Background: an optimization exercise with open tools, aiming at small area, a short achievable clock period and few clock cycles. Do not read the settings as production practice. Where RTL was checked, it was by simulation tests only, not by an equivalence proof against the original. No functional check of the RTL was part of run 2. No activity file was given, so power comes from the tool's default toggle rates.

==> design/flow/config.mk <==
export PLATFORM = sky130hd
export DESIGN_NAME = dlt645_rx
export DESIGN_NICKNAME = dlt645_rx
export VERILOG_FILES = /design/flow/design.v
export SDC_FILE = /design/flow/constraint.sdc
export NUM_CORES = 4
export LEC_CHECK = 0
export CAP_MARGIN = 20
export CORE_MARGIN = 2
export CORE_UTILIZATION = 40
export SLEW_MARGIN = 20
==> design/flow/constraint.sdc <==
create_clock -name core_clock -period 4.0 [get_ports {clk}]
set_input_delay 0.8000 -clock core_clock [delete_from_list [all_inputs] [get_ports {clk}]]
set_output_delay 0.8000 -clock core_clock [all_outputs]
set_load 0.01 [all_outputs]
==> design/flow/design.v <==
module dlt645_rx (
    input  wire        clk,
    input  wire        rst,           
    input  wire        strict,        
    input  wire        in_valid,
    output wire        in_ready,
    input  wire [31:0] in_data,
    input  wire [2:0]  in_nbytes,     
    output reg         out_valid,
    input  wire        out_ready,
    output reg         out_is_result,
    output reg  [31:0] out_data,
    output wire [2:0]  out_nbytes,
    output wire        out_ok,
    output reg  [2:0]  out_cause,
    output wire [15:0] out_count,
    output reg  [15:0] out_pre,
    output reg  [47:0] out_addr,
    output reg  [7:0]  out_ctrl,
    output reg  [7:0]  out_len,
    output reg  [7:0]  out_cs,
    output reg  [7:0]  out_end
);
    localparam [7:0] PRE_BYTE   = 8'hFE;
    localparam [7:0] START_BYTE = 8'h68;
    localparam [7:0] END_BYTE   = 8'h16;
    localparam [2:0] C_NONE         = 3'd0;
    localparam [2:0] C_WRONG_START1 = 3'd1;
    localparam [2:0] C_WRONG_START2 = 3'd2;
    localparam [2:0] C_BAD_CHECKSUM = 3'd4;
    localparam [2:0] C_WRONG_END    = 3'd5;
    localparam [1:0] S_PRE  = 2'd0;    
    localparam [1:0] S_HDR  = 2'd1;    
    localparam [1:0] S_BODY = 2'd2;    
    reg        strict_r;
    reg [31:0] bd;              
    reg [3:0]  bn;              
    reg [3:0]  dm;              
    reg [31:0] qd;              
    reg [3:0]  qn;
    reg        qf;
    reg [1:0]  st;
    reg [15:0] cnt;
    reg [7:0]  sum_s, sum_c;    
    reg [23:0] pack;            
    reg        out_last;        
    reg [8:0]  out_off;         
    wire go = !out_valid || out_ready;
    wire pre_st  = (st == S_PRE);
    wire hdr_st  = (st == S_HDR);
    wire body_st = (st == S_BODY);
    wire [3:0] o  = cnt[3:0];
    wire [9:0] ne = cnt[9:0];
    wire [7:0] b [0:3];
    assign b[0] = bd[7:0];
    assign b[1] = bd[15:8];
    assign b[2] = bd[23:16];
    assign b[3] = bd[31:24];
    wire [3:0] v = bn & ~dm;    
    wire [3:0] fe, s68, e16;
    genvar gi;
    generate
        for (gi = 0; gi < 4; gi = gi + 1) begin : cmp
            assign fe[gi]  = (b[gi] == PRE_BYTE);
            assign s68[gi] = (b[gi] == START_BYTE);
            assign e16[gi] = (b[gi] == END_BYTE);
        end
    endgenerate
    wire [3:0] skip  = fe | dm;
    wire [3:0] lead  = {&skip[2:0], &skip[1:0], skip[0], 1'b1};
    wire [3:0] first = {4{pre_st}} & lead & ~fe & v;
    wire [3:0] s1    = first & s68;
    wire [3:0] e1    = first & ~s68;
    wire [3:0] aft1  = {|s1[2:0], |s1[1:0], s1[0], 1'b0};
    wire [1:0] j     = first[1] ? 2'd1 : first[2] ? 2'd2 : first[3] ? 2'd3 : 2'd0;
    function automatic ofs_in(input [3:0] oo, input integer i, input integer lo, input integer hi);
        integer x;
        begin
            ofs_in = 1'b0;
            for (x = 0; x < 16; x = x + 1)
                if (oo == x && ((x + i) % 16) >= lo && ((x + i) % 16) <= hi)
                    ofs_in = 1'b1;
        end
    endfunction
    wire [3:0] hd, s2, ln;
    generate
        for (gi = 0; gi < 4; gi = gi + 1) begin : hdr
            assign hd[gi]   = hdr_st && ofs_in(o, gi, 0, 9);
            assign s2[gi]   = hdr_st && ofs_in(o, gi, 7, 7);
            assign ln[gi]   = hdr_st && ofs_in(o, gi, 9, 9);
        end
    endgenerate
    wire [3:0] e2 = s2 & v & ~s68;
    reg [7:0] lsel;
    always @* begin
        case (o[1:0])
            2'd1:    lsel = b[0];
            2'd0:    lsel = b[1];
            2'd3:    lsel = b[2];
            default: lsel = b[3];
        endcase
    end
    wire [1:0] llane = {o[1], ~o[0]};                
    wire l0 = (lsel == 8'd0), l1 = (lsel == 8'd1), l2 = (lsel == 8'd2), l3 = (lsel == 8'd3);
    wire q0 = (ne == 10'd0),    q1 = (ne == 10'h3FF), q2 = (ne == 10'h3FE);
    wire q3 = (ne == 10'h3FD),  q4 = (ne == 10'h3FC), q5 = (ne == 10'h3FB);
    wire g2 = !q0 && !q1, g3 = g2 && !q2, g4 = g3 && !q3, g5 = g4 && !q4;
    wire [3:0] b_dat  = {g5, g4, g3, g2};
    wire [3:0] b_last = {q5, q4, q3, q2};
    wire [3:0] b_cs   = {q4, q3, q2, q1};
    wire [3:0] b_end  = {q3, q2, q1, q0};
    wire [3:0] h_dat = 4'd0, h_last = 4'd0, h_cs = 4'd0, h_end = 4'd0;
    wire [3:0] bdat  = body_st ? b_dat  : hdr_st ? h_dat  : 4'd0;
    wire [3:0] blast = body_st ? b_last : hdr_st ? h_last : 4'd0;
    wire [3:0] bcs   = body_st ? b_cs   : hdr_st ? h_cs   : 4'd0;
    wire [3:0] bend  = body_st ? b_end  : hdr_st ? h_end  : 4'd0;
    reg [1:0] f0;
    always @* begin
        case (st)
            S_PRE:   f0 = {j[1] ^ j[0], j[0]};                      
            S_HDR:   f0 = o[1:0];
            default: f0 = fo;
        endcase
    end
    wire [1:0] f0d = hdr_st ? o[1:0] : fo;      
    wire [1:0] slot [0:3];
    wire [3:0] drec_p;
    generate
        for (gi = 0; gi < 4; gi = gi + 1) begin : sl
            assign slot[gi]   = f0d + gi[1:0] + 2'd2;
            assign drec_p[gi] = bdat[gi] && (f0d == 2'd1 - gi[1:0] || blast[gi]);
        end
    endgenerate
    wire [3:0] aln;             
    generate
        for (gi = 0; gi < 4; gi = gi + 1) begin : al
            assign aln[gi] = hdr_st && ofs_in(o, gi, 10, 12);
        end
    endgenerate
    wire [3:0] msk  = bn & (hdr_st ? hd : bdat);
    wire [3:0] pmsk = bn & (s1 | aft1);
    wire [7:0] m0 = msk[0] ? b[0] : 8'd0;
    wire [7:0] m1 = msk[1] ? b[1] : 8'd0;
    wire [7:0] m2 = msk[2] ? b[2] : 8'd0;
    wire [7:0] m3 = msk[3] ? b[3] : 8'd0;
    wire [7:0] x1 = sum_s ^ sum_c ^ m0;
    wire [7:0] y1 = {(sum_s[6:0] & sum_c[6:0]) | (sum_s[6:0] & m0[6:0]) | (sum_c[6:0] & m0[6:0]), 1'b0};
    wire [7:0] x2 = m1 ^ m2 ^ m3;
    wire [7:0] y2 = {(m1[6:0] & m2[6:0]) | (m1[6:0] & m3[6:0]) | (m2[6:0] & m3[6:0]), 1'b0};
    wire [7:0] x3 = x1 ^ y1 ^ x2;
    wire [7:0] y3 = {(x1[6:0] & y1[6:0]) | (x1[6:0] & x2[6:0]) | (y1[6:0] & x2[6:0]), 1'b0};
    wire [7:0] xh = x3 ^ y3 ^ y2;
    wire [7:0] yh = {(x3[6:0] & y3[6:0]) | (x3[6:0] & y2[6:0]) | (y3[6:0] & y2[6:0]), 1'b0};
    wire [7:0] p0 = pmsk[0] ? b[0] : 8'd0;
    wire [7:0] p1 = pmsk[1] ? b[1] : 8'd0;
    wire [7:0] p2 = pmsk[2] ? b[2] : 8'd0;
    wire [7:0] p3 = pmsk[3] ? b[3] : 8'd0;
    wire [7:0] xp1 = p0 ^ p1 ^ p2;
    wire [7:0] yp1 = {(p0[6:0] & p1[6:0]) | (p0[6:0] & p2[6:0]) | (p1[6:0] & p2[6:0]), 1'b0};
    wire [7:0] xp = xp1 ^ yp1 ^ p3;
    wire [7:0] yp = {(xp1[6:0] & yp1[6:0]) | (xp1[6:0] & p3[6:0]) | (yp1[6:0] & p3[6:0]), 1'b0};
    wire [7:0] x4 = pre_st ? xp : xh;
    wire [7:0] y4 = pre_st ? yp : yh;
    reg  csp;
    wire [7:0] eqx = sum_s ^ sum_c ^ out_cs;
    wire [7:0] eqc = {(sum_s[6:0] & sum_c[6:0]) | ((sum_s[6:0] | sum_c[6:0]) & ~out_cs[6:0]), 1'b0};
    wire csbad = csp && (eqx != eqc);
    function automatic [8:0] blkf(input [3:0] vv, input [3:0] drec, input [3:0] rpos,
                                  input [3:0] ffe, input [3:0] csl, input [3:0] snd,
                                  input sm);
        reg [3:0] r, d, rec, rb, bl, cv, aft, sb, bk, ok, cn, fr;
        begin
            r   = rpos & vv;
            d   = {|r[2:0], |r[1:0], r[0], 1'b0};
            rec = vv & ~d & (drec | r);
            rb  = {|rec[2:0], |rec[1:0], rec[0], 1'b0};
            bl  = (d & ~ffe) | (~d & (drec | rpos));
            cv  = csl & vv;
            aft = {|cv[2:0], |cv[1:0], cv[0], 1'b0};
            sb  = (aft & {4{sm}}) | snd;
            bk  = (rb & bl) | sb;
            ok  = ~vv | ~bk;
            cn  = vv & {&ok[3:0], &ok[2:0], &ok[1:0], ok[0]};
            fr  = rec & ~rb & ~sb;
            blkf = {fr, cn, |(vv & bk)};
        end
    endfunction
    wire [3:0] p_first = lead & ~fe & v;
    wire [3:0] p_e1    = p_first & ~s68;
    wire [3:0] h_e2    = v & ~s68 & {ofs_in(o, 3, 7, 7), ofs_in(o, 2, 7, 7),
                                     ofs_in(o, 1, 7, 7), ofs_in(o, 0, 7, 7)};
    wire [3:0] h_aln   = {ofs_in(o, 3, 10, 12), ofs_in(o, 2, 10, 12),
                          ofs_in(o, 1, 10, 12), ofs_in(o, 0, 10, 12)};
    wire [3:0] s3_h    = {o[1:0] == 2'd2, o[1:0] == 2'd3, o[1:0] == 2'd0, o[1:0] == 2'd1};
    wire [3:0] s3_b    = {fo == 2'd2, fo == 2'd3, fo == 2'd0, fo == 2'd1};
    wire [8:0] bk_p = blkf(v, 4'd0, p_e1, fe, 4'd0, 4'd0, strict_r);
    wire [8:0] bk_h = blkf(v, 4'd0, h_e2, fe, 4'd0, h_aln, strict_r);
    wire [8:0] bk_b = blkf(v, b_dat & (s3_b | b_last), b_end, fe, b_cs, 4'd0, strict_r);
    wire [8:0] bk   = pre_st ? bk_p : hdr_st ? bk_h : bk_b;
    wire       go2   = go && !csbad;
    wire [3:0] cons  = bk[4:1] & {4{go2}};
    wire       complete = !(|v) || (go2 && !bk[0]);
    assign in_ready = !qf;
    wire [3:0] r_nc  = e1 | e2 | (bend & v);             
    wire [3:0] dd    = {|r_nc[2:0], |r_nc[1:0], r_nc[0], 1'b0};
    wire [3:0] frst    = bk[8:5];
    wire [3:0] resc    = frst & r_nc & {4{go2}};
    wire       emit_n  = go2 && |frst;
    wire       emitr_n = go2 && |resc;
    wire       emit    = emit_n || csbad;
    wire       emit_r  = emitr_n || csbad;
    wire       cstake  = strict_r && |(bcs & cons);
    wire       evs1   = go2 && |s1;
    wire       eve1   = go2 && |e1;
    wire       evlen  = go2 && |(ln & v & ~dd);
    wire [1:0] rl     = resc[1] ? 2'd1 : resc[2] ? 2'd2 : resc[3] ? 2'd3 : 2'd0;
    wire       end_bad = strict_r && |(resc & bend & ~e16);
    wire [31:0] g;
    generate
        for (gi = 0; gi < 4; gi = gi + 1) begin : rot
            wire [1:0] lane = gi[1:0] - f0;
            assign g[8*gi +: 8] = b[lane];
        end
    endgenerate
    reg [9:1] ofs_we;
    reg [2:0] slot_we;
    integer k;
    always @* begin
        ofs_we = 9'd0;
        slot_we = 3'd0;
        for (k = 0; k < 4; k = k + 1) begin
            if (v[k] && (aft1[k] || hd[k]))
                case (pre_st ? k[3:0] - {2'd0, j} : o + k[3:0])
                    4'd1: ofs_we[1] = 1'b1;
                    4'd2: ofs_we[2] = 1'b1;
                    4'd3: ofs_we[3] = 1'b1;
                    4'd4: ofs_we[4] = 1'b1;
                    4'd5: ofs_we[5] = 1'b1;
                    4'd6: ofs_we[6] = 1'b1;
                    4'd8: ofs_we[8] = 1'b1;
                    4'd9: ofs_we[9] = 1'b1;
                    default: ;
                endcase
            if (v[k] && bdat[k])
                case (slot[k])
                    2'd0: slot_we[0] = 1'b1;
                    2'd1: slot_we[1] = 1'b1;
                    2'd2: slot_we[2] = 1'b1;
                    default: ;
                endcase
        end
    end
    wire [1:0] s0 = dm[2] ? 2'd3 : dm[1] ? 2'd2 : dm[0] ? 2'd1 : 2'd0;
    wire [1:0] pc0 = body_st ? fo + s0 + 2'd2 : 2'd0;
    wire [2:0] n = {bn[3], bn[1] & ~bn[3], (bn[0] & ~bn[1]) | (bn[2] & ~bn[3])};
    wire        anyfirst = |first;
    wire [15:0] cnt_a = cnt + {13'd0, n};
    wire [15:0] cnt_j = cnt + {14'd0, j};
    wire [9:0]  lenb  = 10'd0 - ({2'd0, lsel} + {8'd0, llane} + 10'd2);
    wire [3:0]  rn0 = {1'b0, n} - 4'd1, rn1 = {1'b0, n} - 4'd2;
    wire [3:0]  rn2 = {1'b0, n} - 4'd3, rn3 = {1'b0, n} - 4'd4;
    wire [3:0]  rres_c = ({4{resc[0]}} & rn0) | ({4{resc[1]}} & rn1)
                       | ({4{resc[2]}} & rn2) | ({4{resc[3]}} & rn3);
    wire [3:0]  rres_n = ({4{resc[0]}} & 4'd15) | ({4{resc[1]}} & 4'd14)
                       | ({4{resc[2]}} & 4'd13) | ({4{resc[3]}} & 4'd12);
    wire [3:0]  rs1_c  = {1'b0, n} - {2'b0, j};
    wire [3:0]  rs1_n  = 4'd0 - {2'b0, j};
    wire [9:0]  lenn_c = lenb + {7'd0, n};
    reg  [15:0] cnt_c, cnt_h;    
    always @* begin
        if (emitr_n) begin
            cnt_c = {{12{rres_c[3]}}, rres_c};
            cnt_h = {{12{rres_n[3]}}, rres_n};
        end else if (evlen) begin
            cnt_c = {{6{lenn_c[9]}}, lenn_c};
            cnt_h = {{6{lenb[9]}}, lenb};
        end else if (evs1) begin
            cnt_c = {{12{rs1_c[3]}}, rs1_c};
            cnt_h = {{12{rs1_n[3]}}, rs1_n};
        end else begin
            cnt_c = cnt_a;
            cnt_h = cnt;
        end
    end
    wire [15:0] cnt_nx = complete ? cnt_c : cnt_h;
    reg  [1:0] fo;
    wire [1:0] fo_b = evs1 ? f0 : hdr_st ? o[1:0] : fo;
    wire [8:0] len10 = {1'b0, out_len} + 9'd10;
    wire [8:0] len11 = {1'b0, out_len} + 9'd11;
    wire [8:0] len12 = {1'b0, out_len} + 9'd12;
    wire [8:0] lsl12 = {1'b0, lsel} + 9'd12;
    wire       r_e2  = |(resc & e2);
    wire       r_end = |(resc & bend);
    wire [8:0] off_nx = csbad ? len10 :
                        r_e2  ? 9'd7 :
                        r_end ? (end_bad ? len11 : evlen ? lsl12 : len12) : 9'd0;
    reg [3:0] in_mask;
    always @* begin
        case (in_nbytes)
            3'd1:    in_mask = 4'b0001;
            3'd2:    in_mask = 4'b0011;
            3'd3:    in_mask = 4'b0111;
            default: in_mask = 4'b1111;
        endcase
    end
    wire take = in_valid && !qf;
    always @(posedge clk) begin
        strict_r <= strict;
        if (rst) begin
            bn <= 4'd0;
            dm <= 4'd0;
            qf <= 1'b0;
        end else if (complete) begin
            dm <= 4'd0;
            if (qf) begin
                bd <= qd;
                bn <= qn;
                qf <= 1'b0;
            end else if (take) begin
                bd <= in_data;
                bn <= in_mask;
            end else begin
                bn <= 4'd0;
            end
        end else begin
            dm <= dm | cons;
            if (take) begin
                qd <= in_data;
                qn <= in_mask;
                qf <= 1'b1;
            end
        end
    end
    always @(posedge clk) begin
        if (rst) begin
            out_valid <= 1'b0;
            st        <= S_PRE;
            cnt       <= 16'd0;
            csp       <= 1'b0;
        end else if (go) begin
            out_valid <= emit;
            out_is_result <= emit_r;
            out_cause <= {csbad | end_bad, |(resc & e2), |(resc & e1) | end_bad};
            out_last  <= |(frst & blast);
            out_off   <= off_nx;
            for (k = 0; k < 4; k = k + 1)
                    out_data[8*k +: 8] <= (k < pc0) ? pack[8*k +: 8] : g[8*((k+2)%4) +: 8];
            for (k = 0; k < 3; k = k + 1)
                if (slot_we[k]) pack[8*k +: 8] <= g[8*((k+2)%4) +: 8];
            for (k = 1; k <= 6; k = k + 1)
                if (ofs_we[k]) out_addr[8*(k-1) +: 8] <= g[8*(k%4) +: 8];
            if (ofs_we[8]) out_ctrl <= g[7:0];
            if (ofs_we[9]) out_len  <= g[15:8];
            if (|(v & bcs))  out_cs  <= ({8{bcs[0]}} & b[0]) | ({8{bcs[1]}} & b[1])
                                      | ({8{bcs[2]}} & b[2]) | ({8{bcs[3]}} & b[3]);
            if (|(v & bend)) out_end <= ({8{bend[0]}} & b[0]) | ({8{bend[1]}} & b[1])
                                      | ({8{bend[2]}} & b[2]) | ({8{bend[3]}} & b[3]);
            if (evs1 || eve1) out_pre <= cnt_j;
            if (complete || cstake) begin
                sum_s <= x4;
                sum_c <= y4;
            end else if (evs1) begin
                sum_s <= 8'd0;
                sum_c <= 8'd0;
            end
            if (emit_r)     st <= S_PRE;
            else if (evlen) st <= S_BODY;
            else if (evs1)  st <= S_HDR;
            cnt <= csbad ? {{6{ne[9]}}, ne} : cnt_nx;
            csp <= cstake;
            fo  <= complete ? fo_b + n[1:0] : fo_b;
        end
    end
    assign out_ok = (out_cause == C_NONE);
    assign out_nbytes = out_last ? {1'b0, out_len[1:0] - 2'd1} + 3'd1 : 3'd4;
    assign out_count = {cnt_lo[9] ? hi2 : cnt_lo[8] ? hi1 : out_pre[15:8], cnt_lo[7:0]};
    wire [9:0] cnt_lo = {2'd0, out_pre[7:0]} + {1'b0, out_off};
    wire [7:0] hi1 = out_pre[15:8] + 8'd1;
    wire [7:0] hi2 = out_pre[15:8] + 8'd2;
endmodule
==> design/flow/run.sh <==
#!/bin/bash
# synth_recipe.tcl (not shown) runs the flow's synth.tcl, then flattens the netlist and writes it again
# the make line also repeats each setting of config.mk as NAME=value (left out here)
make -C /OpenROAD-flow-scripts/flow DESIGN_CONFIG=/design/flow/config.mk WORK_HOME=/design/flow/orfs CLKGATE_MAP_FILE= SYNTH_SCRIPT=/design/flow/synth_recipe.tcl finish
==> metrics.md, run 1 <==
| Metric | Value |
|---|---|
| Status | complete, but fails checks |
| Fail Reasons | negative setup slack |
| CTS tree | yes |
| Max-slew headroom | 37.5% |
| CTS HTree Levels | 1 |
| Crit-path max cell delay | ~0.4 ns |
| CP Data Required Time | about 3.2 ns |
| Pwr dens | about 400 nW/um^2 |
| Pin count of the biggest net entering global routing | 47 |
| First-pass GRT wire length | approximately 95000 um |
| Drt pass-1 iters | 8 |
| Ys flop type | edfxtp_1 |
| Worst-margin pin slew | 0.926 ns |
| Final nets | ~2300 |
| Min-Delay Path Class | flip-flop to flip-flop |
| Sequential cell area fraction in the yosys report | ~45% |
| Share of layout cells above drive strength 1 | 27.7% |
| CTS buffer count | 30 |
| Crit-path cells | ha_2, inv_2, fa_2, nor2b_1, o21ai_1, a21boi_2, o21ai_2, a21boi_2, o21a_2, o21a_1, o31ai_2, buf_4, nand4_1, xnor2_1, buf_2 |
| Most instantiated cells after synthesis | 250 x edfxtp_1, 180 x nand2_1, 111 x nor2_1 |
| DRC viols | 0 |
| Vias per cell | ~5.6 |
| Synthesized area per cell | 10.6 um^2 |
| Top area cells in the synthesized netlist | edfxtp_1 41%, fa_1 5.5%, mux2i_1 5.2% |
| Initial antenna violation count | 0 |
| Crit end category | output port |
| Distinct cells, synth | 99 |
| IO Port Bufs | between 150 and 200 |
| Initial Utilization | about 40% |
| RSZ-0062 raised after global routing | true |
| Top-count cell post-synth | edfxtp_1 |
| Tmin final | 4.10 ns |
| Yosys top cell by area | edfxtp_1 |
| Clock slew at reported path FFs | roughly 0.060 ns |
| Worst R2R Setup Slack | approximately 0.070 ns |
| Vias in the first global route | between 15000 and 20000 |
| Critical path arrival | between 3 and 4 ns |
| Final period util | 102% |
| Global route hottest layer | met2 |
| Detail Route Antenna Nets | 0 |
| Peak VDD IR | 0.391 mV |
| Max Freq | between 0.2 and 0.25 GHz |
| Synthesis-stage register bit count | 280 |
| Top cell type's share of synthesized area | between 40 and 50% |
| Hold_buf cts | 0 |
| Pre-CTS worst setup slack | -0.166 ns |
| CP Max Fanout | 4 |
| N_diodes | 0 |
| Clk latency of the worst-skew pair | 0.59 ns |
| Die Wd | around 220 um |
| Synth Warn # | 2 |
| I/O pin count | 194 |
| Setup ws final | -0.0997 ns |
| Max_cap viols | 0 |
| Worst path slowest cell | edfxtp_1 |
| Core Area | approximately 45000 um^2 |
| Root buf cell | clkbuf_16 |
| Total Routing Usage GR | around a quarter |
| Hold WS | 0.478 ns |
| Global placer's final weighted congestion | a little over 1 |
| Clock Skews | 0.0214 ns |
| Post-synth EDFFs | between 200 and 300 |
| Final setup vio count | 4 |
| Routed Wire Length | 64300 um |
| Setup Total Neg Slack | -0.217 ns |
| P&R area growth vs syn | 36.3% |
| Grt met2 use | around two fifths |
| Clk sinks | between 200 and 300 |
| Kind of critical path | flip-flop to output port |
| Cell family with most CP delay | compound AO/OA/AOI/OAI gates |
| Num rows | 78 |
| Met1 Use GR | 36.6% |
| WP buf/inv | 3 |
| Final Max Slew Viols | 0 |
| Die Ht | around 220 um |
| Via count | approximately 16000 |
| Die ar. | roughly 47000 um^2 |
| Iter 0 DRT Violations | 1596 |
| GR Overflow Total | 0 |
| Cells after Synth | 1717 |
| Final HPWL from detailed placement | around 50000 um |
| GR met3 Demand/Resource | under 10% |
| WL per Instance | 22.9 um |
| Leakage power | between 10 and 15 nW |
| Worst Setup Start Kind | flip-flop |
| Final Hold Viols | 0 |
| Top cell by count, worst path | a21boi_2 |
| Post-Syn Area | about 18000 um^2 |
| Post-synth ARST share | 0% |
| Worst-case clock buffer depth | 3 |
layout by cell type (no fill, tap or decap), types with 9 or more instances in the layout:
cell type / n
buf_4: 334
edfxtp_1: 250
clkdlybuf4s50_1: 184
nand2_1: 178
nor2_1: 101
mux2i_1: 93
inv_1: 78
a21oi_1: 62
mux2_2: 61
xnor2_1: 59
fa_1: 46
o21ai_0: 43
ha_1: 39
nand3_1: 35
and2_1: 35
a22oi_1: 34
clkbuf_16: 32
xor2_1: 31
nor3_1: 31
and3_1: 28
dfxtp_1: 26
nand4_1: 25
nor2b_1: 17
nand2b_1: 16
a21o_1: 14
o21ai_1: 13
a31oi_1: 13
buf_12: 12
a211oi_2: 11
a21oi_2: 10
o22ai_1: 9
a211oi_1: 9
a222oi_1: 9
final cells by class:
cell class              count  area, um^2
fillers                  3982       20400
multi-input cells        1244        9780
flip-flops and latches    280        8120
repair buffers            546        4720
clock buffers              37         850
well taps                 600         751
inverters                  85         324
clock inverters            18         258
cells by family (layout without fill, tap and decap cells):
group / after synthesis / in the layout / share of synthesized area, %
AOI/OAI and AO/OA: 343 / 343 / 13.7
xor gates and xnor gates: 93 / 93 / 4.48
adders and majority gates: 96 / 96 / 8.66
buffers and inverters: 196 / 686 / 4.41
DFF: 280 / 280 / 44.6
muxes: 156 / 156 / 9.00
other: 1 / 4 / 0.0206
and+or+nand+nor: 552 / 552 / 15.2
through the flow:
| stage | power (mW) | cells | util [%] | area [um^2] |
|---|---|---|---|---|
| floorplan | 5.30 | 1720 | - | 18300 |
| global placement | 6.77 | 2730 | 51.2 | 23100 |
| detailed placement | 6.80 | 2730 | 51.2 | 23100 |
| CTS | 9.95 | 2794 | 53.9 | 24300 |
| global route | 10.6 | 2810 | 54.9 | 24800 |
| finish | 10.2 | 2810 | 54.9 | 24800 |
worst paths after layout:
check	from	endpoint	cells past startpoint
worst min-delay path	csp$_SDFFE_PP0N_	csp$_SDFFE_PP0N_	2
worst max-delay path	out_pre[0]$_DFFE_PP_	out_count[15]	15
worst max register to register	cnt[0]$_SDFFE_PP0P_	sum_s[7]$_SDFFCE_PN0P_	17
worst min register to register	csp$_SDFFE_PP0N_	csp$_SDFFE_PP0N_	2
state kept, by name, summed over array words and instances (netlist names), 2 cells and up:
register   cells
out_off        9
out_len        8
bd            32
out_ctrl       8
sum_c          7
out_pre       16
bn             4
cnt           16
st             2
out_addr      48
pack          24
qn             3
qd            32
out_cs         8
sum_s          8
out_data      32
out_end        8
out_cause      3
dm             4
fo             2
per-layer routing:
layer	up-vias	share of wire [%]
met2	774	44
met5	-	0
met1	7675	42
met4	0	4.5
li1	7266	-
met3	144	8.9
power by group:
part           switching (mW)  internal [mW]  leakage (nW)
registers               0.179           3.39          2.58
logic                    1.93           1.63          6.90
clock network            1.21           1.84         0.527
tightest hold or removal path: stages (launching register included):
cell	delay [ns]
dfxtp_1	0.32
nand2_1	0.06
a21oi_1	0.05
timing repair:
action                                  in CTS  in global routing
gates resized for setup                     63                 83
endpoints found under the setup margin     110                128
endpoints found under the hold margin        0                  0
buffers inserted                             9                 16
pin swaps                                   36                 51
Testbench counts, summed over its fixed seeds: cycles 8,100.
==> inputs of run 2 (changes only) <==
--- a/design/flow/design.v
+++ b/design/flow/design.v
@@ -38,5 +38,2 @@
     reg [3:0]  dm;              
-    reg [31:0] qd;              
-    reg [3:0]  qn;
-    reg        qf;
     reg [1:0]  st;
@@ -202,3 +199,3 @@
     wire       complete = !(|v) || (go2 && !bk[0]);
-    assign in_ready = !qf;
+    assign in_ready = complete;
     wire [3:0] r_nc  = e1 | e2 | (bend & v);             
@@ -296,12 +293,2 @@
                         r_end ? (end_bad ? len11 : evlen ? lsl12 : len12) : 9'd0;
-    reg [3:0] in_mask;
-    always @* begin
-        case (in_nbytes)
-            3'd1:    in_mask = 4'b0001;
-            3'd2:    in_mask = 4'b0011;
-            3'd3:    in_mask = 4'b0111;
-            default: in_mask = 4'b1111;
-        endcase
-    end
-    wire take = in_valid && !qf;
     always @(posedge clk) begin
@@ -311,22 +298,16 @@
             dm <= 4'd0;
-            qf <= 1'b0;
+        end else if (in_valid && in_ready) begin
+            bd <= in_data;
+            dm <= 4'd0;
+            case (in_nbytes)
+                3'd1:    bn <= 4'b0001;
+                3'd2:    bn <= 4'b0011;
+                3'd3:    bn <= 4'b0111;
+                default: bn <= 4'b1111;
+            endcase
         end else if (complete) begin
+            bn <= 4'd0;
             dm <= 4'd0;
-            if (qf) begin
-                bd <= qd;
-                bn <= qn;
-                qf <= 1'b0;
-            end else if (take) begin
-                bd <= in_data;
-                bn <= in_mask;
-            end else begin
-                bn <= 4'd0;
-            end
         end else begin
             dm <= dm | cons;
-            if (take) begin
-                qd <= in_data;
-                qn <= in_mask;
-                qf <= 1'b1;
-            end
         end
==> run 2 against run 1 <==
The layout still fails its checks (negative setup slack). Via count up 2.5%. Sequential power decreased by 16%. Power decreased by 20%. First-iteration DRC count increased by 5.1%. Final cell count grew 1.5%. Utilization rose by 4.6 points. Critical path type unchanged. Highest routed layer unchanged.
==> metrics.md, run 2 <==
| Metric | Value |
|---|---|
| Status | complete, but fails checks (unchanged) |
| Fail Reasons | negative setup slack (unchanged) |
| Hold WS | 0.501 ns (was 0.478 ns) |
| Hold_buf cts | 0 (unchanged) |
| FF+latch area | 7040 um^2 (was 8120 um^2) |
| CP Data Required Time | 3.20 ns (about the same) |
| Initial antenna violation count | 1 (was 0) |
| Min-Delay Path Class | flip-flop to flip-flop (unchanged) |
| Seq pwr share | 36.8% (was 35.1%) |
| RSZ-0062 raised after global routing | true (unchanged) |
| Final period util | 110% (was 102%) |
| Tmin final | 4.40 ns (was 4.10 ns) |
| Worst path slowest cell | fa_1 (was edfxtp_1) |
| Peak VDD IR | 0.377 mV (was 0.391 mV) |
| Crit-path cells | fa_1, xnor2_2, nor3_4, a41o_1, o311ai_2, or4_4, or4_4, and2_4, clkinv_4, buf_6 (was ha_2, inv_2, fa_2, nor2b_1, o21ai_1, a21boi_2, o21ai_2, a21boi_2, o21a_2, o21a_1, o31ai_2, buf_4, nand4_1, xnor2_1, buf_2) |
| IO Port Bufs | 193 (unchanged) |
| Area of the multi-input gates | 9890 um^2 (was 9780 um^2) |
| R2R Path End | sum_c[1]$_SDFFCE_PN0P_ (was sum_s[7]$_SDFFCE_PN0P_) |
| I/O pin count | 194 (unchanged) |
| WHS Path Cells | 2 (unchanged) |
| Distinct cells, synth | 83 (was 99) |
| Leakage power | 10.2 nW (was 10.0 nW) |
| Final Max Slew Viols | 0 (unchanged) |
| Clock slew at reported path FFs | 0.06 ns (about the same) |
| Pwr dens | 328 nW/um^2 (was 411 nW/um^2) |
| P&R area growth vs syn | 47.5% (was 36.3%) |
| Vias in the first global route | 16059 (was 15263) |
| WHS Endpoint | csp$_SDFFE_PP0N_ (unchanged) |
| Post-synth EDFFs | 215 (was 250) |
| Via count | 16255 (was 15859) |
| Worst R2R Setup Slack | -0.13 ns (was 0.07 ns) |
| Post-Syn Area | 16800 um^2 (was 18200 um^2) |
| Final HPWL from detailed placement | 55000 um (was 50400 um) |
| Die ar. | 43600 um^2 (was 47200 um^2) |
| Top cell by count, worst path | or4_4 (was a21boi_2) |
| Sw power | 2.58 mW (was 3.32 mW) |
| Iter 0 DRT Violations | 1678 (was 1596) |
| Clock Power Share | 28.2% (was 29.9%) |
| Drt pass-1 iters | 6 (was 8) |
| GR Overflow Total | 0 (unchanged) |
| Top cell type's share of synthesized area | 38.5% (was 41.3%) |
| Clk latency of the worst-skew pair | 0.57 ns (was 0.59 ns) |
| Commonest non-fill, non-tap cell in the layout | buf_4 (unchanged) |
| Max reg flops | 48 (unchanged) |
| Yosys top cell by area | edfxtp_1 (unchanged) |
| Worst-case clock buffer depth | 3 (unchanged) |
| Top-count cell post-synth | edfxtp_1 (unchanged) |
| Total Routing Usage GR | 31.4% (was 26.7%) |
| Pin count of the biggest net entering global routing | 31 (was 47) |
| Max_cap viols | 0 (unchanged) |
| Final nets | 2429 (was 2323) |
| Cells on worst reg2reg path | 14 (was 17) |
| Most frequent cells in the layout | 463 x buf_4, 215 x edfxtp_1, 182 x clkdlybuf4s50_1 (was 334 x buf_4, 250 x edfxtp_1, 184 x clkdlybuf4s50_1) |
| Clk sinks | 244 (was 280) |
| Synthesis-stage register bit count | 244 (was 280) |
| Max-slew headroom | 30.6% (was 37.5%) |
| Filler Cell Count | 3595 (was 3982) |
| Synth Warn # | 2 (unchanged) |
| Core Area | 41700 um^2 (was 45200 um^2) |
| WP buf/inv | 2 (was 3) |
| Most instantiated cells after synthesis | 215 x edfxtp_1, 176 x nand2_1, 117 x nor2_1 (was 250 x edfxtp_1, 180 x nand2_1, 111 x nor2_1) |
| Post-route cell area | 24800 um^2 (about the same) |
| Cell family with most CP delay | simple AND/OR/NAND/NOR gates (was compound AO/OA/AOI/OAI gates) |
| CTS tree | yes (unchanged) |
| Launch point of the worst reg-to-reg path | sum_s[6]$_SDFFCE_PN0P_ (was cnt[0]$_SDFFE_PP0P_) |
| Vias per cell | 5.70 (was 5.64) |
| CP Max Fanout | 2 (was 4) |
| Crit-path max cell delay | 0.54 ns (was 0.40 ns) |
| CTS buffer count | 26 (was 30) |
| Clock Skews | 0.0247 ns (was 0.0214 ns) |
| Power Internal | 5.56 mW (was 6.86 mW) |
| Share of layout cells above drive strength 1 | 32.6% (was 27.7%) |
| Final setup vio count | 41 (was 4) |
| DRC viols | 0 (unchanged) |
| Worst Setup Start Kind | flip-flop (unchanged) |
| Global placer's final weighted congestion | 1.07 (was 1.01) |
| First-pass GRT wire length | 102000 um (was 95100 um) |
| WL per Instance | 24.6 um (was 22.9 um) |
| CTS HTree Levels | 1 (unchanged) |
| Die Wd | 209 um (was 217 um) |
| Top area cells in the synthesized netlist | edfxtp_1 38%, fa_1 6.0%, mux2i_1 4.4% (was edfxtp_1 41%, fa_1 5.5%, mux2i_1 5.2%) |
| Ys flop type | edfxtp_1 (unchanged) |
| Root buf cell | clkbuf_16 (unchanged) |
| Worst-margin pin slew | 1.04 ns (was 0.926 ns) |
| Post-synth ARST share | 0% (unchanged) |
| Sw frac | 31.7% (was 32.6%) |
| Biggest regs | out_addr x48, bd x32, out_data x32 |
| Die Ht | 209 um (was 217 um) |
| Routed Wire Length | 70200 um (was 64300 um) |
| Kind of critical path | flip-flop to output port (unchanged) |
| Layout Utilization | 59.4% (was 54.9%) |
| Initial Utilization | 40.3% (about the same) |
| Max Freq | 0.227 GHz (was 0.244 GHz) |
| N_diodes | 0 (unchanged) |
| Synthesized area per cell | 9.97 um^2 (was 10.6 um^2) |
| Worst Hold Launch | csp$_SDFFE_PP0N_ (unchanged) |
| Detail Route Antenna Nets | 0 (unchanged) |
| Final Hold Viols | 0 (unchanged) |
| Comb pwr share | 35.0% (about the same) |
| Critical path arrival | 3.60 ns (was 3.30 ns) |
| Setup ws final | -0.397 ns (was -0.0997 ns) |
| Largest Register | out_addr (unchanged) |
| Post-DP Area | 22300 um^2 (was 23100 um^2) |
| Cells after Synth | 1685 (was 1717) |
| Num rows | 75 (was 78) |
| Sequential cell area fraction in the yosys report | 41.9% (was 44.6%) |
| Crit end category | output port (unchanged) |
-- run 2: cell type report --
class / count / area share, %
tap: 539 / 2.72
timing repair buffer: 698 / 24.4
clock buffer: 32 / 2.76
clock inverter: 14 / 0.434
sequential: 244 / 28.4
inverter: 85 / 1.34
multi-input combinational: 1239 / 39.9
-- run 2: worst register-to-register path, delay by kind of cell (launching register included) --
| family | cells | cell delay [ns] |
|---|---|---|
| and+or+nand+nor | 6 | 1.71 |
| adders and majority gates | 1 | 0.54 |
| AOI/OAI and AO/OA | 3 | 0.50 |
| buffers and inverters | 3 | 0.47 |
| DFF | 1 | 0.43 |
| xor gates and xnor gates | 1 | 0.18 |
-- run 2: through the flow --
stage	setup TNS, ns	std cells	power, mW	worst slack (ns)
final	-4.12	2851	8.14	-0.397
after global routing	-12.17	2851	8.46	-0.511
after CTS	-4.13	2816	7.91	-0.451
after detailed placement	-21.60	2728	5.39	-0.491
after global placement	-22.25	2728	5.38	-0.647
after floorplan	-0.00496	1688	4.16	-0.00496
-- run 2: power by group through the flow --
stage | logic [mW] | registers (mW) | clock network (mW)
after floorplan | 1.13 | 3.03 | 0
after global placement | 2.34 | 3.03 | 0
after detailed placement | 2.36 | 3.04 | 0
after CTS | 2.58 | 2.99 | 2.34
after global routing | 3.03 | 3.00 | 2.42
final | 2.85 | 2.99 | 2.29
-- run 2: how the worst max path moves through the flow --
stage,start,endpoint,slack (ns),depth (start not counted)
floorplan,cnt[0]$_SDFFE_PP0P_,sum_s[7]$_SDFFCE_PN0P_,-0.005,18
global placement,bd[8]$_DFFE_PP_,out_off[4]$_DFFE_PP_,-0.65,12
detailed placement,bd[2]$_DFFE_PP_,in_ready,-0.49,11
CTS,sum_s[5]$_SDFFCE_PN0P_,in_ready,-0.45,10
global route,out_pre[0]$_DFFE_PP_,out_count[15],-0.51,16
finish,sum_s[6]$_SDFFCE_PN0P_,in_ready,-0.40,10
-- run 2: logic make-up (layout without fill, tap and decap cells) --
kind of cell | Yosys count | in the layout | synth area share (%)
AOI/OAI and AO/OA | 370 | 370 | 15.3
adders and majority gates | 95 | 95 | 9.31
muxes | 104 | 104 | 6.42
DFF | 244 | 244 | 41.9
buffers and inverters | 205 | 829 | 4.90
and+or+nand+nor | 568 | 568 | 17.0
other | 1 | 4 | 0.0223
xor gates and xnor gates | 98 | 98 | 5.11
-- run 2: timing repair --
action	CTS	global route
resized for setup	136	148
pin swaps	51	87
setup endpoints to repair	132	176
gates cloned	1	2
setup buffers	43	39
-- run 2: per-layer routing --
layer / share of wire, % / up-vias / track usage, %
met3: 6.9 / 201 / 4.46
met2: 48 / 743 / 53.0
met4: 5.6 / 0 / 14.5
li1: - / 7376 / -
met1: 40 / 7935 / 40.1
met5: 0 / - / 0
==> inputs of run 3 (changes only) <==
--- a/design/flow/design.v
+++ b/design/flow/design.v
@@ -16,3 +16,3 @@
     output wire [15:0] out_count,
-    output reg  [15:0] out_pre,
+    output reg  [15:0] out_pre,       
     output reg  [47:0] out_addr,
@@ -38,2 +38,5 @@
     reg [3:0]  dm;              
+    reg [31:0] qd;              
+    reg [3:0]  qn;
+    reg        qf;
     reg [1:0]  st;
@@ -43,3 +46,3 @@
     reg        out_last;        
-    reg [8:0]  out_off;         
+    reg [15:0] out_n;           
     wire go = !out_valid || out_ready;
@@ -138,14 +141,13 @@
     wire [3:0] pmsk = bn & (s1 | aft1);
-    wire [7:0] m0 = msk[0] ? b[0] : 8'd0;
-    wire [7:0] m1 = msk[1] ? b[1] : 8'd0;
-    wire [7:0] m2 = msk[2] ? b[2] : 8'd0;
-    wire [7:0] m3 = msk[3] ? b[3] : 8'd0;
-    wire [7:0] x1 = sum_s ^ sum_c ^ m0;
-    wire [7:0] y1 = {(sum_s[6:0] & sum_c[6:0]) | (sum_s[6:0] & m0[6:0]) | (sum_c[6:0] & m0[6:0]), 1'b0};
-    wire [7:0] x2 = m1 ^ m2 ^ m3;
-    wire [7:0] y2 = {(m1[6:0] & m2[6:0]) | (m1[6:0] & m3[6:0]) | (m2[6:0] & m3[6:0]), 1'b0};
-    wire [7:0] x3 = x1 ^ y1 ^ x2;
-    wire [7:0] y3 = {(x1[6:0] & y1[6:0]) | (x1[6:0] & x2[6:0]) | (y1[6:0] & x2[6:0]), 1'b0};
-    wire [7:0] xh = x3 ^ y3 ^ y2;
-    wire [7:0] yh = {(x3[6:0] & y3[6:0]) | (x3[6:0] & y2[6:0]) | (y3[6:0] & y2[6:0]), 1'b0};
+    wire [7:0] q3x = b[0] ^ b[1] ^ b[2];
+    wire [7:0] q3y = {(b[0][6:0] & b[1][6:0]) | (b[0][6:0] & b[2][6:0]) | (b[1][6:0] & b[2][6:0]), 1'b0};
+    wire [7:0] q4x = q3x ^ q3y ^ b[3];
+    wire [7:0] q4y = {(q3x[6:0] & q3y[6:0]) | (q3x[6:0] & b[3][6:0]) | (q3y[6:0] & b[3][6:0]), 1'b0};
+    wire k1 = msk[0] & ~msk[1], k2 = msk[1] & ~msk[2], k3 = msk[2] & ~msk[3], k4 = msk[3];
+    wire [7:0] pks = ({8{k1 | k2}} & b[0]) | ({8{k3}} & q3x) | ({8{k4}} & q4x);
+    wire [7:0] pkc = ({8{k2}} & b[1]) | ({8{k3}} & q3y) | ({8{k4}} & q4y);
+    wire [7:0] x3 = sum_s ^ sum_c ^ pks;
+    wire [7:0] y3 = {(sum_s[6:0] & sum_c[6:0]) | (sum_s[6:0] & pks[6:0]) | (sum_c[6:0] & pks[6:0]), 1'b0};
+    wire [7:0] xh = x3 ^ y3 ^ pkc;
+    wire [7:0] yh = {(x3[6:0] & y3[6:0]) | (x3[6:0] & pkc[6:0]) | (y3[6:0] & pkc[6:0]), 1'b0};
     wire [7:0] p0 = pmsk[0] ? b[0] : 8'd0;
@@ -199,3 +201,3 @@
     wire       complete = !(|v) || (go2 && !bk[0]);
-    assign in_ready = complete;
+    assign in_ready = !qf;
     wire [3:0] r_nc  = e1 | e2 | (bend & v);             
@@ -284,11 +286,16 @@
     wire [1:0] fo_b = evs1 ? f0 : hdr_st ? o[1:0] : fo;
-    wire [8:0] len10 = {1'b0, out_len} + 9'd10;
-    wire [8:0] len11 = {1'b0, out_len} + 9'd11;
-    wire [8:0] len12 = {1'b0, out_len} + 9'd12;
-    wire [8:0] lsl12 = {1'b0, lsel} + 9'd12;
     wire       r_e2  = |(resc & e2);
-    wire       r_end = |(resc & bend);
-    wire [8:0] off_nx = csbad ? len10 :
-                        r_e2  ? 9'd7 :
-                        r_end ? (end_bad ? len11 : evlen ? lsl12 : len12) : 9'd0;
+    wire [15:0] pre7  = out_pre + 16'd7;
+    wire [15:0] n_m1  = out_n - 16'd1;
+    wire [15:0] n_m2  = out_n - 16'd2;
+    reg [3:0] in_mask;
+    always @* begin
+        case (in_nbytes)
+            3'd1:    in_mask = 4'b0001;
+            3'd2:    in_mask = 4'b0011;
+            3'd3:    in_mask = 4'b0111;
+            default: in_mask = 4'b1111;
+        endcase
+    end
+    wire take = in_valid && !qf;
     always @(posedge clk) begin
@@ -298,16 +305,22 @@
             dm <= 4'd0;
-        end else if (in_valid && in_ready) begin
-            bd <= in_data;
-            dm <= 4'd0;
-            case (in_nbytes)
-                3'd1:    bn <= 4'b0001;
-                3'd2:    bn <= 4'b0011;
-                3'd3:    bn <= 4'b0111;
-                default: bn <= 4'b1111;
-            endcase
+            qf <= 1'b0;
         end else if (complete) begin
-            bn <= 4'd0;
             dm <= 4'd0;
+            if (qf) begin
+                bd <= qd;
+                bn <= qn;
+                qf <= 1'b0;
+            end else if (take) begin
+                bd <= in_data;
+                bn <= in_mask;
+            end else begin
+                bn <= 4'd0;
+            end
         end else begin
             dm <= dm | cons;
+            if (take) begin
+                qd <= in_data;
+                qn <= in_mask;
+                qf <= 1'b1;
+            end
         end
@@ -325,3 +338,2 @@
             out_last  <= |(frst & blast);
-            out_off   <= off_nx;
             for (k = 0; k < 4; k = k + 1)
@@ -339,2 +351,5 @@
             if (evs1 || eve1) out_pre <= cnt_j;
+            else if (csbad)   out_pre <= n_m2;
+            else if (r_e2)    out_pre <= pre7;
+            else if (end_bad) out_pre <= n_m1;
             if (complete || cstake) begin
@@ -356,6 +371,4 @@
     assign out_nbytes = out_last ? {1'b0, out_len[1:0] - 2'd1} + 3'd1 : 3'd4;
-    assign out_count = {cnt_lo[9] ? hi2 : cnt_lo[8] ? hi1 : out_pre[15:8], cnt_lo[7:0]};
-    wire [9:0] cnt_lo = {2'd0, out_pre[7:0]} + {1'b0, out_off};
-    wire [7:0] hi1 = out_pre[15:8] + 8'd1;
-    wire [7:0] hi2 = out_pre[15:8] + 8'd2;
+    always @(posedge clk) out_n <= out_pre + {8'd0, out_len} + 16'd12;
+    assign out_count = out_ok ? out_n : out_pre;
 endmodule
--- a/design/flow/config.mk
+++ b/design/flow/config.mk
@@ -10,2 +10,4 @@
 export CORE_UTILIZATION = 40
+export CTS_CLUSTER_DIAMETER = 100
+export CTS_CLUSTER_SIZE = 30
 export SLEW_MARGIN = 20
==> run 3 against run 2 <==
Final cell count fell by 1.1%. First-iteration DRC count is 1.8% higher. Power up 9.7%. Final area down 1.2%. Clock skew grew 0.018 ns. Setup slack better by 0.52 ns. Sequential power up 21%. Now clean on timing, DRC and antenna. Combinational power grew 15%. Register-to-register slack improved by 0.26 ns. Synthesized area is 14% higher. Largest cell class unchanged. Clock power fell by 11%. Clock-buffer cell count fell by 11.
==> metrics.md, run 3 <==
| Metric | Value |
|---|---|
| Status | no timing/DRC/antenna violations (was complete, but fails checks) |
| I/O pin count | 194 (unchanged) |
| Clock Skews | 0.0427 ns (was 0.0247 ns) |
| Worst Hold Launch | dm[3]$_SDFF_PP0_ (was csp$_SDFFE_PP0N_) |
| Setup Total Neg Slack | 0 ns (was -4.12 ns) |
| Distinct cells, synth | 97 (was 83) |
| Synth Warn # | 2 (unchanged) |
| Kind of critical path | flip-flop to flip-flop (was flip-flop to output port) |
| Yosys top cell by area | edfxtp_1 (unchanged) |
| CTS HTree Levels | 1 (unchanged) |
| Final Max Slew Viols | 0 (unchanged) |
| WHS Path Cells | 1 (was 2) |
| P&R area growth vs syn | 27.9% (was 47.5%) |
| Layout Utilization | 51.6% (was 59.4%) |
| DRT met1 WL | 29100 um (was 28000 um) |
| Synthesis-stage register bit count | 287 (was 244) |
| Final setup vio count | 0 (was 41) |
| Drt pass-1 iters | 6 (unchanged) |
| Post-synth EDFFs | 241 (was 215) |
| Metal2 WL | 31200 um (was 33400 um) |
| Worst path slowest cell | fa_1 (unchanged) |
| Post-Syn Area | 19100 um^2 (was 16800 um^2) |
| Core Area | 47400 um^2 (was 41700 um^2) |
| Filler Cell Count | 4331 (was 3595) |
| Cells after Synth | 1821 (was 1685) |
| Top cell by count, worst path | buf_4 (was or4_4) |
| Max_cap viols | 0 (unchanged) |
| Synthesized area per cell | 10.5 um^2 (was 9.97 um^2) |
| Tmin final | 3.87 ns (was 4.40 ns) |
| Worst Setup Start Kind | flip-flop (unchanged) |
| Via count | 16458 (was 16255) |
| Initial antenna violation count | 0 (was 1) |
| CTS buffer count | 17 (was 26) |
| Die Ht | 223 um (was 209 um) |
| First-pass GRT wire length | 102000 um (about the same) |
| Max-slew headroom | 41.3% (was 30.6%) |
| Top-count cell post-synth | edfxtp_1 (unchanged) |
| Detail Route Antenna Nets | 0 (unchanged) |
| GR Overflow Total | 0 (unchanged) |
| DRC viols | 0 (unchanged) |
| Area of the multi-input gates | 10400 um^2 (was 9890 um^2) |
| Crit-path cells | fa_1, xor2_1, nand3_1, o31a_1, nor2_1, buf_4, and3_1, buf_4, o311a_1, o31ai_2, buf_4, a31oi_2, buf_12 (was fa_1, xnor2_2, nor3_4, a41o_1, o311ai_2, or4_4, or4_4, and2_4, clkinv_4, buf_6) |
| Largest Register | out_addr (unchanged) |
| Final Hold Viols | 0 (unchanged) |
| Critical path arrival | 4.11 ns (was 3.60 ns) |
| Final HPWL from detailed placement | 53300 um (was 55000 um) |
| Routed Wire Length | 68200 um (was 70200 um) |
| Uppermost layer routed | met4 (unchanged) |
| CP Data Required Time | 4.24 ns (was 3.20 ns) |
| Crit-path max cell delay | 0.56 ns (was 0.54 ns) |
| Die ar. | 49600 um^2 (was 43600 um^2) |
| Total Routing Usage GR | 27.0% (was 31.4%) |
| N_diodes | 0 (unchanged) |
| FF+latch area | 8170 um^2 (was 7040 um^2) |
| Clock slew at reported path FFs | 0.12 ns (was 0.06 ns) |
| WL per Instance | 24.2 um (was 24.6 um) |
| Ys flop type | edfxtp_1 (unchanged) |
| Sequential cell area fraction in the yosys report | 42.6% (was 41.9%) |
| Initial Utilization | 40.3% (about the same) |
| Most frequent cells in the layout | 287 x buf_4, 241 x edfxtp_1, 193 x clkdlybuf4s50_1 (was 463 x buf_4, 215 x edfxtp_1, 182 x clkdlybuf4s50_1) |
| Min-Delay Path Class | flip-flop to flip-flop (unchanged) |
| Leakage power | 9.47 nW (was 10.2 nW) |
| Num rows | 80 (was 75) |
| Final nets | 2339 (was 2429) |
| Clk latency of the worst-skew pair | 0.55 ns (was 0.57 ns) |
| Commonest non-fill, non-tap cell in the layout | buf_4 (unchanged) |
| Vias per cell | 5.83 (was 5.70) |
| Max reg flops | 48 (unchanged) |
| Launch point of the worst reg-to-reg path | sum_s[6]$_SDFFCE_PN0P_ (unchanged) |
| Met3 Wirelength | 5340 um (was 4880 um) |
| Iter 0 DRT Violations | 1708 (was 1678) |
| IO Port Bufs | 193 (unchanged) |
| CP Max Fanout | 16 (was 2) |
| Final period util | 96.8% (was 110%) |
| Pin count of the biggest net entering global routing | 38 (was 31) |
| Critical Path Source | sum_s[6]$_SDFFCE_PN0P_ (unchanged) |
| CTS tree | yes (unchanged) |
| Pwr dens | 365 nW/um^2 (was 328 nW/um^2) |
| Clk sinks | 287 (was 244) |
| Cells on worst reg2reg path | 13 (was 14) |
| Global placer's final weighted congestion | 0.962 (was 1.07) |
| Most instantiated cells after synthesis | 241 x edfxtp_1, 154 x nand2_1, 121 x nor2_1 (was 215 x edfxtp_1, 176 x nand2_1, 117 x nor2_1) |
| Post-synth ARST share | 0% (unchanged) |
| Final cell count without fillers | 2821 (was 2851) |
| Crit end category | flip-flop (was output port) |
| Share of layout cells above drive strength 1 | 22.0% (was 32.6%) |
| Worst-case clock buffer depth | 3 (unchanged) |
| Inst Count DP | 2776 (was 2728) |
| Root buf cell | clkbuf_16 (unchanged) |
| Top area cells in the synthesized netlist | edfxtp_1 38%, fa_1 5.2%, dfxtp_1 4.8% (was edfxtp_1 38%, fa_1 6.0%, mux2i_1 4.4%) |
| Top cell type's share of synthesized area | 37.8% (was 38.5%) |
| Peak VDD IR | 0.318 mV (was 0.377 mV) |
| Max Freq | 0.258 GHz (was 0.227 GHz) |
| Die Wd | 223 um (was 209 um) |
| Worst-margin pin slew | 0.868 ns (was 1.04 ns) |
| Vias in the first global route | 16103 (was 16059) |
run 3: changes by cell type after synthesis, moves of 13 or more:
| cell | previous run | this run |
|---|---|---|
| edfxtp_1 | 215 | 241 |
| a22oi_1 | 25 | 10 |
| nand2_1 | 176 | 154 |
| o22ai_1 | 16 | 3 |
| clkbuf_1 | 98 | 83 |
| dfxtp_1 | 29 | 46 |
| inv_1 | 84 | 68 |
| xor2_1 | 25 | 58 |
| mux2_2 | 30 | 71 |
run 3: final cells by class:
cell class | count | area share (%)
multi-input cells | 1330 | 42.3
flip-flops and latches | 287 | 33.4
repair buffers | 492 | 17.7
well taps | 615 | 3.14
clock buffers | 21 | 1.80
inverters | 68 | 1.06
clock inverters | 8 | 0.654
run 3: what timing repair did:
item | 4_1_cts | 5_1_grt
endpoints found under the setup margin | 12 | 85
pin swaps | 2 | 22
gates cloned | 0 | 1
setup buffers | 1 | 14
hold buffers | 0 | 0
gates resized for setup | 4 | 43
run 3: kinds of logic after synthesis:
logic type	synth area share [%]
compound gates	15.4
other cells	0.0196
flops	42.6
xor+xnor	5.45
simple gates	14.5
buf+inv	4.68
mux	8.63
fa+ha+maj	8.70
run 3: report_power, final:
group          total (mW)  internal [mW]  switching, mW
logic                3.27           1.46           1.81
clock network        2.03          0.875           1.15
registers            3.63           3.44          0.192
total                8.93           5.77           3.16
run 3: routing by layer:
metal	vias up	track usage [%]
met1	8030	37.3
met5	-	0
met3	155	4.28
met4	0	9.22
met2	772	43.0
li1	7501	-
run 3: final timing paths:
check,end,slack [ns]
setup / recovery,out_pre[8]$_DFFE_PP_,0.13
hold / removal,dm[3]$_SDFF_PP0_,0.51
setup reg to reg,out_pre[8]$_DFFE_PP_,0.13
hold reg to reg,dm[3]$_SDFF_PP0_,0.51
run 3: worst max-delay path, delay by kind of cell, from the launching register on:
kind	cells	cell delay, ns
simple gates	3	0.56
xor+xnor	1	0.14
compound gates	4	1.04
flops	1	0.52
fa+ha+maj	1	0.56
buf+inv	4	0.72
run 3: metrics by stage:
stage               setup WS [ns]  power [mW]  hold slack [ns]  area, um^2
detailed placement         -0.113        6.73            0.490       23600
global route             -0.00447        9.32            0.519       24500
floorplan                 0.00169        5.40            0.444       19200
finish                      0.128        8.93            0.507       24500
CTS                        0.0133        8.78            0.505       24200
global placement           0.0253        6.73            0.476       23600
Testbench counts of run 3, summed over its fixed seeds: cycles 8,100.
==> inputs of run 4 (changes only) <==
--- a/design/flow/config.mk
+++ b/design/flow/config.mk
@@ -12,2 +12,3 @@
 export CTS_CLUSTER_SIZE = 30
+export GPL_TIMING_DRIVEN = 0
 export SLEW_MARGIN = 20
==> run 4 against run 3 <==
The layout now fails its checks (negative setup slack). Clock-buffer cell count down 5. First-iteration DRC count down 3.2%. Utilization up 1.7 points. Wire length up 6.3%. Final cell count down 1.3%. Critical path type unchanged.
==> metrics.md, run 4 <==
| Metric | Value |
|---|---|
| Num rows | 80 (unchanged) |
| CP Max Fanout | 7 (was 16) |
| I/O pin count | 194 (unchanged) |
| Fail Reasons | negative setup slack |
| Pre-CTS worst setup slack | -1.79 ns (was -0.113 ns) |
| Sequential cell area fraction in the yosys report | 42.6% (unchanged) |
| CTS HTree Levels | 1 (unchanged) |
| Max-slew headroom | 29.7% (was 41.3%) |
| Clk latency of the worst-skew pair | 0.54 ns (was 0.55 ns) |
| Clk sinks | 287 (unchanged) |
| RSZ-0062 raised after global routing | true |
| Post-route cell area | 25300 um^2 (was 24500 um^2) |
| Tmin final | 4.16 ns (was 3.87 ns) |
| Clock Power Share | 19.3% (was 22.7%) |
| N_diodes | 0 (unchanged) |
| Status | complete, but fails checks (was no timing/DRC/antenna violations) |
| DRC viols | 0 (unchanged) |
| Hold_buf cts | 0 (unchanged) |
| Synthesis-stage register bit count | 287 (unchanged) |
| Hold WS | 0.506 ns (was 0.507 ns) |
| Synthesized area per cell | 10.5 um^2 (unchanged) |
| Crit-path cells | inv_4, ha_4, clkbuf_16, a222oi_1, nand2_1, o21ai_2, ha_2, inv_2, fa_2, inv_2, ha_4, a21o_1, a21oi_4, nor3b_2, and4b_2, o31ai_4, buf_6, a21oi_2, nor2_1, o21ai_1, a211oi_2 (was fa_1, xor2_1, nand3_1, o31a_1, nor2_1, buf_4, and3_1, buf_4, o311a_1, o31ai_2, buf_4, a31oi_2, buf_12) |
| Final Max Slew Viols | 0 (unchanged) |
| Drt pass-1 iters | 8 (was 6) |
| Largest Register | out_addr (unchanged) |
| Routed Wire Length | 72500 um (was 68200 um) |
| Max_cap viols | 0 (unchanged) |
| First-pass GRT wire length | 107000 um (was 102000 um) |
| Max Freq | 0.240 GHz (was 0.258 GHz) |
| Vias per cell | 6.01 (was 5.83) |
| Cells after Synth | 1821 (unchanged) |
| Worst Setup Start Kind | flip-flop (unchanged) |
| GR Overflow Total | 0 (unchanged) |
| CP Data Required Time | 4.44 ns (was 4.24 ns) |
| Worst-margin pin slew | 1.05 ns (was 0.868 ns) |
| Most frequent cells in the layout | 241 x edfxtp_1, 193 x clkdlybuf4s50_1, 148 x nand2_1 (was 287 x buf_4, 241 x edfxtp_1, 193 x clkdlybuf4s50_1) |
| Initial antenna violation count | 1 (was 0) |
| Critical path arrival | 4.61 ns (was 4.11 ns) |
| Global placer's final weighted congestion | 0.984 (was 0.962) |
| Most instantiated cells after synthesis | 241 x edfxtp_1, 154 x nand2_1, 121 x nor2_1 (unchanged) |
| P&R area growth vs syn | 32.1% (was 27.9%) |
| Final cell count without fillers | 2785 (was 2821) |
| Inst Count DP | 2637 (was 2776) |
| Post-synth ARST share | 0% (unchanged) |
| Root buf cell | clkbuf_16 (unchanged) |
| CTS tree | yes (unchanged) |
| Synth Warn # | 2 (unchanged) |
| Die Ht | 223 um (unchanged) |
| Clock Skews | 0.0185 ns (was 0.0427 ns) |
| Min-Delay Path Class | flip-flop to flip-flop (unchanged) |
| Final period util | 104% (was 96.8%) |
| Power Internal | 5.86 mW (was 5.77 mW) |
| Top cell type's share of synthesized area | 37.8% (unchanged) |
| CTS buffer count | 15 (was 17) |
| Vias in the first global route | 16414 (was 16103) |
| Crit end category | flip-flop (unchanged) |
| Worst-case clock buffer depth | 3 (unchanged) |
| Crit-path max cell delay | 0.57 ns (was 0.56 ns) |
| Via count | 16751 (was 16458) |
| Clock slew at reported path FFs | 0.11 ns (was 0.12 ns) |
| Commonest non-fill, non-tap cell in the layout | edfxtp_1 (was buf_4) |
| Comb pwr share | 41.3% (was 36.6%) |
| Top area cells in the synthesized netlist | edfxtp_1 38%, fa_1 5.2%, dfxtp_1 4.8% (unchanged) |
| Yosys top cell by area | edfxtp_1 (unchanged) |
| Post-DP Area | 22000 um^2 (was 23600 um^2) |
| Final HPWL from detailed placement | 53500 um (was 53300 um) |
| Max reg flops | 48 (unchanged) |
| Pin count of the biggest net entering global routing | 32 (was 38) |
| Worst path slowest cell | fa_2 (was fa_1) |
| Sw power | 3.41 mW (was 3.16 mW) |
| Setup ws final | -0.165 ns (was 0.128 ns) |
| Seq pwr share | 39.3% (was 40.7%) |
| Distinct cells, synth | 97 (unchanged) |
| Post-synth EDFFs | 241 (unchanged) |
| Die Wd | 223 um (unchanged) |
| Final nets | 2306 (was 2339) |
| Total Routing Usage GR | 28.6% (was 27.0%) |
| Initial Utilization | 40.3% (unchanged) |
| Ys flop type | edfxtp_1 (unchanged) |
| WL per Instance | 26.0 um (was 24.2 um) |
| Die ar. | 49600 um^2 (unchanged) |
| Peak VDD IR | 0.316 mV (was 0.318 mV) |
| Top-count cell post-synth | edfxtp_1 (unchanged) |
| Sw frac | 36.8% (was 35.4%) |
| Share of layout cells above drive strength 1 | 25.8% (was 22.0%) |
| IO Port Bufs | 193 (unchanged) |
| WP buf/inv | 5 (was 4) |
| Detail Route Antenna Nets | 0 (unchanged) |
| Final Hold Viols | 0 (unchanged) |
| Core Area | 47400 um^2 (unchanged) |
| Pwr dens | 367 nW/um^2 (was 365 nW/um^2) |
| Kind of critical path | flip-flop to flip-flop (unchanged) |
| Cell family with most CP delay | compound AO/OA/AOI/OAI gates (unchanged) |
| Final setup vio count | 28 (was 0) |
| Iter 0 DRT Violations | 1653 (was 1708) |
| Post-Syn Area | 19100 um^2 (unchanged) |
| Leakage power | 9.30 nW (was 9.47 nW) |
[run 4: cell types whose count changed in the layout (fill, tap and decap cells not counted), sizes merged]
cell    previous run  this run
and2              19        21
buf              298       191
clkbuf            22        91
clkinv             5         3
inv               70        72
[run 4: worst reg2reg max path, cell delays in order (launching register included)]
cell and delay (ns):
dfxtp_4 0.45, inv_4 0.08, ha_4 0.18, clkbuf_16 0.15, a222oi_1 0.42, nand2_1 0.12, o21ai_2 0.09, ha_2 0.20
inv_2 0.04, fa_2 0.57, inv_2 0.07, ha_4 0.20, a21o_1 0.20, a21oi_4 0.17, nor3b_2 0.06, and4b_2 0.26
o31ai_4 0.18, buf_6 0.17, a21oi_2 0.04, nor2_1 0.13, o21ai_1 0.09, a211oi_2 0.23
[run 4: final cells by class]
type                    instances  area [um^2]
clock inverters                 8         97.6
fillers                      4265        22200
repair buffers                334         3230
well taps                     615          769
inverters                      68          272
flip-flops and latches        287         8170
clock buffers                  16          379
plain buffers                 125          935
multi-input cells            1332        11400
[run 4: path summary, 6_finish.rpt]
path | startpoint | endpoint | slack [ns] | depth (start not counted)
max | cnt[0]$_SDFFE_PP0P_ | cnt[12]$_SDFFE_PP0P_ | -0.16 | 21
max reg2reg | cnt[0]$_SDFFE_PP0P_ | cnt[12]$_SDFFE_PP0P_ | -0.16 | 21
min | dm[3]$_SDFF_PP0_ | dm[3]$_SDFF_PP0_ | 0.51 | 1
min reg2reg | dm[3]$_SDFF_PP0_ | dm[3]$_SDFF_PP0_ | 0.51 | 1
[run 4: timing repair]
item	4_1_cts	5_1_grt
setup buffers	96	37
pin swaps	77	87
gates cloned	4	2
setup endpoints to repair	347	231
gates resized for setup	297	137
[run 4: per-stage QoR]
stage | power (mW) | TNS [ns] | utilization (%)
final | 9.27 | -1.47 | 53.3
after global routing | 9.65 | -4.07 | 53.3
after CTS | 8.93 | -2.00 | 51.6
after detailed placement | 6.44 | -379.85 | 46.4
after global placement | 6.40 | -472.26 | 46.2
after floorplan | 5.40 | 0 | -
[run 4: power by group through the flow]
| stage | Clock (mW) | Combinational (mW) | Sequential [mW] |
|---|---|---|---|
| final | 1.79 | 3.83 | 3.65 |
| after global routing | 1.93 | 4.05 | 3.67 |
| after CTS | 1.85 | 3.44 | 3.64 |
| after detailed placement | 0 | 2.73 | 3.72 |
| after global placement | 0 | 2.69 | 3.72 |
| after floorplan | 0 | 1.76 | 3.64 |
[run 4: routing by layer]
layer	share of wire, %	GRT usage [%]	vias up	routed length (um)
li1	-	-	7453	-
met1	43	40.1	8298	31400
met2	45	45.0	827	32900
met3	7.7	4.34	173	5600
met4	3.5	10.2	0	2530
met5	0	0	-	0
[run 4: cells by family after synthesis]
family / synth area share, %
simple gates: 14.5
compound gates: 15.4
mux: 8.63
other cells: 0.0196
buf+inv: 4.68
fa+ha+maj: 8.70
xor+xnor: 5.45
flops: 42.6

## separate check: timing with driven ports
How much do the figures lean on ideal ports? The routed layouts below were timed once more, with nothing changed but the port constraints. Step 1 sets driving cells, clkbuf_16 on the clock port and buf_2 on the other inputs (assumed; they add their load-dependent delay and slew). Step 2 moves the port delays by t, midway between the first and last clock arrival at a register: inputs arrive t later, outputs are due t later. That takes back most of the time a late clock gives input paths. Three values: ideal, step 1, step 2; two values: the first two.
| run | shift t [ns] | setup WS [ns] | worst data-port slew with drivers (ns) | cell pins on the clock port's net |
|---|---|---|---|---|
| run 1 | 0.636 | -0.100 / -0.153 / 0.068 | 0.04 | 1 |
| run 2 | 0.613 | -0.397 / -0.452 / -0.196 | 0.04 | 1 |
| run 3 | 0.583 | 0.128 / 0.128 / 0.128 | 0.04 | 1 |
| run 4 | 0.584 | -0.165 / -0.165 / -0.165 | 0.05 | 1 |
